This design comes from an exercise in tuning for small area, a short achievable clock period and few clock cycles on the open sky130 flow, not from production work.
Power is estimated from default activity; no workload was simulated.

rev 12:
==> flow/design.v <==
module hufdec_len (
    input  wire [11:0] t,
    output wire        c2, c3, c4, c6, c8, c11, c12
);
  wire ones4 = t[11] & t[10] & t[9] & t[8];
  wire lo30  = ~t[7] & ~t[6] & ~(t[5] & t[4] & t[3] & t[2]);
  assign c2  = ~t[11] & ~t[10];
  assign c3  = ~t[11] &  t[10];
  assign c4  =  t[11] & ~t[10];
  assign c6  =  t[11] &  t[10] & ~t[9];
  assign c8  =  t[11] &  t[10] &  t[9] & ~t[8];
  assign c11 = ones4 &  lo30;
  assign c12 = ones4 & ~lo30;
endmodule
module hufdec_val (
    input  wire [11:0] t,
    input  wire        c3, c4, c6, c8, c11, c12,
    output wire [7:0]  val,
    output wire        eos
);
  wire [7:0] a = ({8{c4}}  & {7'd0, t[8]})   | ({8{c6}}  & {6'd0, t[7:6]}) |
                 ({8{c8}}  & {5'd0, t[6:4]}) | ({8{c11}} & {1'b0, t[7:1]}) |
                 ({8{c12}} & t[7:0]);
  wire       hi11 = t[7] | t[6] | t[5] | (t[4] & t[3] & t[2] & t[1]);    
  wire [7:0] b = ({8{c3}}  & (t[9] ? 8'hFF : 8'h01)) | ({8{c4}}  & (t[9] ? 8'hFD : 8'h02)) |
                 ({8{c6}}  & (t[8] ? 8'hF9 : 8'h04)) | ({8{c8}}  & (t[7] ? 8'hF1 : 8'h08)) |
                 ({8{c11}} & (hi11 ? 8'hD3 : 8'h10)) | ({8{c12}} & 8'hE3);
  wire [7:0] v = a + b;
  assign val = v;
  assign eos = c12 & (&t[7:0]);
endmodule
module hufdec (
    input  wire        clk,
    input  wire        rst,           
    input  wire        cmd_valid,
    output wire        cmd_ready,
    input  wire [1:0]  cmd_op,        
    input  wire [23:0] cmd_arg,
    output reg         out_valid,
    input  wire        out_ready,
    output reg         out_end,       
    output wire [7:0]  out_data,
    output wire [1:0]  out_reason     
);
  localparam W = 22;                  
  localparam CW = 5;
  localparam [1:0] OP_START = 2'd0, OP_BYTE = 2'd1, OP_END = 2'd2;
  reg          rdy;                   
  reg          s_v;                   
  reg  [1:0]   s_op;
  reg  [23:0]  s_arg;
  reg          run;                   
  reg  [W-1:0] bbuf;                  
  reg  [CW-1:0] cnt;
  reg  [23:0]  rem;
  reg          rem1;
  reg          out_lim;               
  reg  [7:0]   o_data;                
  reg          k_v, k_end, k_lim;     
  reg  [7:0]   k_data;
  assign cmd_ready  = rdy;
  assign out_data   = o_data;
  assign out_reason = o_data[1:0];
  wire [11:0] t = bbuf[W-1:W-12];
  wire c2, c3, c4, c6, c8, c11, c12;
  hufdec_len u_len (.t(t), .c2(c2), .c3(c3), .c4(c4), .c6(c6), .c8(c8), .c11(c11), .c12(c12));
  wire [7:0] sym;
  wire       eos;
  hufdec_val u_val (.t(t), .c3(c3), .c4(c4), .c6(c6), .c8(c8), .c11(c11), .c12(c12),
                    .val(sym), .eos(eos));
  wire en   = run & ~k_v;
  wire g2   = en & c2  & (cnt >= 2);
  wire g3   = en & c3  & (cnt >= 3);
  wire g4   = en & c4  & (cnt >= 4);
  wire g6   = en & c6  & (cnt >= 6);
  wire g8   = en & c8  & (cnt >= 8);
  wire g11  = en & c11 & (cnt >= 11);
  wire g12  = en & c12 & (cnt >= 12);
  wire go   = g2 | g3 | g4 | g6 | g8 | g11 | g12;
  wire drained = ~run | ~((c2 & (cnt >= 2)) | (c3 & (cnt >= 3)) | (c4 & (cnt >= 4)) |
                         (c6 & (cnt >= 6)) | (c8 & (cnt >= 8)) | (c11 & (cnt >= 11)) |
                         (c12 & (cnt >= 12)));
  wire s_start = s_v & (s_op == OP_START);
  wire s_byte  = s_v & (s_op == OP_BYTE);
  wire s_end   = s_v & (s_op == OP_END);
  wire ctl_ok  = drained & ~k_v;
  wire do_start = s_start & ctl_ok;
  wire do_end   = s_end & ctl_ok;
  wire room     = (cnt <= W - 8);    
  wire do_byte  = s_byte & room;
  wire s_done   = s_byte ? room : (s_start | s_end) ? ctl_ok : 1'b1;
  wire n_zero   = (s_arg == 24'd0);
  wire sym_byte = go & ~eos;
  wire stop     = (go & eos) | (sym_byte & rem1) | (do_end & run);
  wire [W-1:0] ins = do_byte ? ({s_arg[7:0], {(W-8){1'b0}}} >> cnt) : {W{1'b0}};
  wire [W-1:0] bm  = bbuf | ins;
  wire keep = ~go & ~do_start;
  wire [W-1:0] bbuf_n = ({W{keep}} & bm)        | ({W{g2}}  & (bm << 2))  |
                        ({W{g3}}  & (bm << 3))  | ({W{g4}}  & (bm << 4))  |
                        ({W{g6}}  & (bm << 6))  | ({W{g8}}  & (bm << 8))  |
                        ({W{g11}} & (bm << 11)) | ({W{g12}} & (bm << 12));
  wire [CW-1:0] ci = do_byte ? cnt + 5'd8 : cnt;
  wire [CW-1:0] cnt_d = ({CW{keep}} & ci)          | ({CW{g2}}  & (ci - 5'd2)) |
                        ({CW{g3}}  & (ci - 5'd3))  | ({CW{g4}}  & (ci - 5'd4)) |
                        ({CW{g6}}  & (ci - 5'd6))  | ({CW{g8}}  & (ci - 5'd8)) |
                        ({CW{g11}} & (ci - 5'd11)) | ({CW{g12}} & (ci - 5'd12));
  wire run_n = do_start ? ~n_zero : (run & ~stop);
  wire [CW-1:0] cnt_n = run_n ? cnt_d : {CW{1'b0}};
  wire       push   = go | (do_start & n_zero) | (do_end & run);
  wire       p_end  = ~sym_byte;
  wire       p_lim  = sym_byte & rem1;
  wire [7:0] p_data = sym_byte ? sym : {6'd0, go ? 2'd2 : do_end ? 2'd3 : 2'd1};
  wire out_take = out_valid & out_ready;
  wire out_free = ~out_valid | out_ready;
  wire fire = cmd_valid & rdy;
  wire s_v_n = fire | (s_v & ~s_done);
  wire [1:0] s_op_n = fire ? cmd_op : s_op;
  wire s_ctl_n = s_v_n & ~s_op_n[0];   
  wire s_byte_n = s_v_n & (s_op_n == OP_BYTE);
  wire k_v_n = out_take & out_lim ? k_v | push :
               out_free ? (k_v & push) : (k_v | push);
  wire fits_n = ~run_n | do_start | (keep & (ci <= W - 8)) | (g2 & (ci <= W - 6)) |
                (g3 & (ci <= W - 5)) | (g4 & (ci <= W - 4)) | (g6 & (ci <= W - 2)) |
                g8 | g11 | g12;
  wire rdy_n = s_ctl_n ? (~run_n & ~k_v_n) :
               s_byte_n ? fits_n : 1'b1;
  always @(posedge clk) begin
    if (rst) begin
      rdy       <= 1'b1;
      s_v       <= 1'b0;
      run       <= 1'b0;
      cnt       <= {CW{1'b0}};
      out_valid <= 1'b0;
      k_v       <= 1'b0;
    end else begin
      rdy <= rdy_n;
      s_v <= s_v_n;
      run <= run_n;
      cnt <= cnt_n;
      k_v <= k_v_n;
      if (out_take & out_lim)
        out_valid <= 1'b1;
      else if (out_free)
        out_valid <= k_v | push;
    end
    s_op <= s_op_n;
    if (rdy) s_arg <= cmd_arg;
    bbuf <= bbuf_n;
    if (do_start) begin
      rem  <= s_arg;
      rem1 <= (s_arg == 24'd1);
    end else if (sym_byte) begin
      rem  <= rem - 24'd1;
      rem1 <= (rem == 24'd2);
    end
    if (rst) begin
      out_end <= 1'b0;
      out_lim <= 1'b0;
      o_data  <= 8'h00;
    end else if (out_take & out_lim) begin
      out_end     <= 1'b1;
      out_lim     <= 1'b0;
      o_data[1:0] <= 2'd1;
    end else if (out_free) begin
      if (k_v) begin
        out_end <= k_end;
        out_lim <= k_lim;
        o_data  <= k_data;
      end else begin
        out_end <= p_end;
        out_lim <= p_lim;
        o_data  <= p_data;
      end
    end
    if (push) begin
      k_end  <= p_end;
      k_lim  <= p_lim;
      k_data <= p_data;
    end
  end
endmodule
clock: 10.0 ns
lec_check: 0
abc_area: 1
cap_margin: 20
core_margin: 2
core_utilization: 40
slew_margin: 20
standard.sh (not shown) runs the stock make flow with config.mk's settings and CLKGATE_MAP_FILE= SYNTH_SCRIPT=/design/flow/synth_recipe.tcl, a recipe that flattens the netlist after the stock synthesis.
==> flow/flow/run.sh <==
#!/bin/bash
# Layout flow: the standard flow (standard.sh, ORFS synthesis to finish)
# with these changes, all inside synthesis mapping and timing repair:
#  - ABC maps the logic with flow/abc_area.script in place of ORFS's
#    abc_area.script; yosys's passes and the flip-flop mapping are the
#    standard ones, so the registers are the same
#  - no full-adder extraction before ABC (ADDER_MAP_FILE empty)
#  - repair_timing keeps MARGIN ns of setup slack on the 10 ns clock, so it
#    sizes and buffers for a shorter achieved period
# The clock, I/O delays and all other constraints are the design's own.
# Logs: standard.log here, each ORFS step's log under orfs/logs.
set -euo pipefail
W=$PWD
F=$W/flow
MARGIN=7.2
# ORFS's synth.tcl with the abc call given our script
sed "s#log_cmd abc {\*}\$abc_args#lset abc_args 1 $F/abc_area.script; log_cmd abc {*}\$abc_args#" \
  "$FLOW_HOME/scripts/synth.tcl" > "$W/synth_abc.tcl"
grep -q "lset abc_args 1" "$W/synth_abc.tcl"
# The standard flow's synthesis script, sourcing that copy
sed "s#source \$::env(SCRIPTS_DIR)/synth.tcl#source $W/synth_abc.tcl#" "$W/synth_recipe.tcl" > "$W/synth_top.tcl"
grep -q "synth_abc.tcl" "$W/synth_top.tcl"
bash standard.sh SYNTH_SCRIPT="$W/synth_top.tcl" ADDER_MAP_FILE= \
  SETUP_SLACK_MARGIN=$MARGIN finish > standard.log 2>&1
==> flow/flow/abc_area.script <==
strash
dc2
dch -f
map
topo
stime -c
buffer -c
upsize -c
dnsize -c
Input-level comparison between rev 13 and rev 12:
diff --git a/flow/design.v b/flow/design.v
--- a/flow/design.v
+++ b/flow/design.v
@@ -48,12 +48,14 @@
   reg          rdy;                   
   reg          s_v;                   
   reg  [1:0]   s_op;
-  reg  [23:0]  s_arg;
+  reg  [7:0]   s_b;                   
+  reg          nz;                    
   reg          run;                   
   reg  [W-1:0] bbuf;                  
   reg  [CW-1:0] cnt;
   reg  [23:0]  rem;
-  reg          rem1;
+  reg          rem_one;               
+  reg  [3:0]   ocnt;
   reg          out_lim;               
   reg  [7:0]   o_data;                
   reg          k_v, k_end, k_lim;     
@@ -89,10 +91,11 @@
   wire room     = (cnt <= W - 8);    
   wire do_byte  = s_byte & room;
   wire s_done   = s_byte ? room : (s_start | s_end) ? ctl_ok : 1'b1;
-  wire n_zero   = (s_arg == 24'd0);
+  wire n_zero   = nz;
+  wire rem1     = s_start ? (ocnt == 4'd1) : rem_one;
   wire sym_byte = go & ~eos;
   wire stop     = (go & eos) | (sym_byte & rem1) | (do_end & run);
-  wire [W-1:0] ins = do_byte ? ({s_arg[7:0], {(W-8){1'b0}}} >> cnt) : {W{1'b0}};
+  wire [W-1:0] ins = do_byte ? ({s_b, {(W-8){1'b0}}} >> cnt) : {W{1'b0}};
   wire [W-1:0] bm  = bbuf | ins;
   wire keep = ~go & ~do_start;
   wire [W-1:0] bbuf_n = ({W{keep}} & bm)        | ({W{g2}}  & (bm << 2))  |
@@ -113,6 +116,13 @@
   wire out_take = out_valid & out_ready;
   wire out_free = ~out_valid | out_ready;
   wire fire = cmd_valid & rdy;
+  wire fire_start = fire & (cmd_op == OP_START);
+  wire [4:0] rem_c  = (|rem[23:5]) ? 5'd31 : rem[4:0];
+  wire [4:0] rem_c0 = rem_c;
+  wire [4:0] rem_c1 = rem_c - 5'd1;
+  wire [3:0] ocnt0  = (rem_c0 >= 5'd15) ? 4'd15 : rem_c0[3:0];
+  wire [3:0] ocnt1  = (rem_c1 >= 5'd15) ? 4'd15 : rem_c1[3:0];
+  wire [3:0] ocnt_ld = sym_byte ? ocnt1 : ocnt0;
   wire s_v_n = fire | (s_v & ~s_done);
   wire [1:0] s_op_n = fire ? cmd_op : s_op;
   wire s_ctl_n = s_v_n & ~s_op_n[0];   
@@ -144,20 +154,22 @@
         out_valid <= k_v | push;
     end
     s_op <= s_op_n;
-    if (rdy) s_arg <= cmd_arg;
+    if (rdy) s_b <= cmd_arg[7:0];
     bbuf <= bbuf_n;
-    if (do_start) begin
-      rem  <= s_arg;
-      rem1 <= (s_arg == 24'd1);
+    if (fire_start) begin
+      nz      <= (cmd_arg == 24'd0);
+      rem     <= cmd_arg;
+      rem_one <= (cmd_arg == 24'd1);
+      ocnt    <= ocnt_ld;
     end else if (sym_byte) begin
-      rem  <= rem - 24'd1;
-      rem1 <= (rem == 24'd2);
+      if (s_start)
+        ocnt <= ocnt - 4'd1;
+      else begin
+        rem     <= rem - 24'd1;
+        rem_one <= (rem == 24'd2);
+      end
     end
-    if (rst) begin
-      out_end <= 1'b0;
-      out_lim <= 1'b0;
-      o_data  <= 8'h00;
-    end else if (out_take & out_lim) begin
+    if (out_take & out_lim) begin
       out_end     <= 1'b1;
       out_lim     <= 1'b0;
       o_data[1:0] <= 2'd1;
--- outcome ---
- Going from rev 12 to rev 13, final worst-path setup slack rose by 0.029 ns; met2 routing resource usage after global routing rose by 4.1 points.
- Taking rev 12 as the reference, in rev 13 number of optimization iterations in the first detailed-route pass picked up an extra 2; largest stage delay on the critical path picked up an extra 0.22 ns.
- Comparing rev 13 and rev 12, fraction of power consumed by combinational cells is higher on rev 13.
- Comparing rev 13 and rev 12, the lower aggregate global-route resource usage was measured on rev 12.
- Proportion of power drawn by the clock network is lower on rev 12
- Between rev 12 and rev 13, the cell count went down.
- Total wire length in rev 13 is about 6% higher than in rev 12
- Delta (rev 13 minus rev 12): design area went down by 96 µm², leakage power of the design was more or less identical.
Function was not checked in any run of this note: the RTL went through the layout flow alone.

==> re-timing with driven ports <==
Ports are ideal in the flow. The routed layouts listed here were re-timed in OpenROAD. Step 1 (the two cells are an assumption about what drives the block):
set clk [get_ports {clk}]
set_driving_cell -lib_cell sky130_fd_sc_hd__clkbuf_16 $clk
set_driving_cell -lib_cell sky130_fd_sc_hd__buf_2 [delete_from_list [all_inputs] $clk]
Step 2 also shifts input and output timing later by t, the mid clock arrival at the registers, as if the neighbouring blocks saw the same clock. a / b / c = no drivers / after step 1 / after step 2; a / b = the first two.
| run | shift t [ns] | setup WS [ns] | worst setup path after step 2 |
|---|---|---|---|
| rev 12 | 0.404 | 7.089 / 7.089 / 6.685 | input to register |
| rev 13 | 0.395 | 7.118 / 7.089 / 6.726 | input to register |
After both steps setup and hold are still met in every run listed. For rev 12, which loses most, drivers alone change the setup slack by 0.000 ns; drivers and shift together by -0.404 ns.
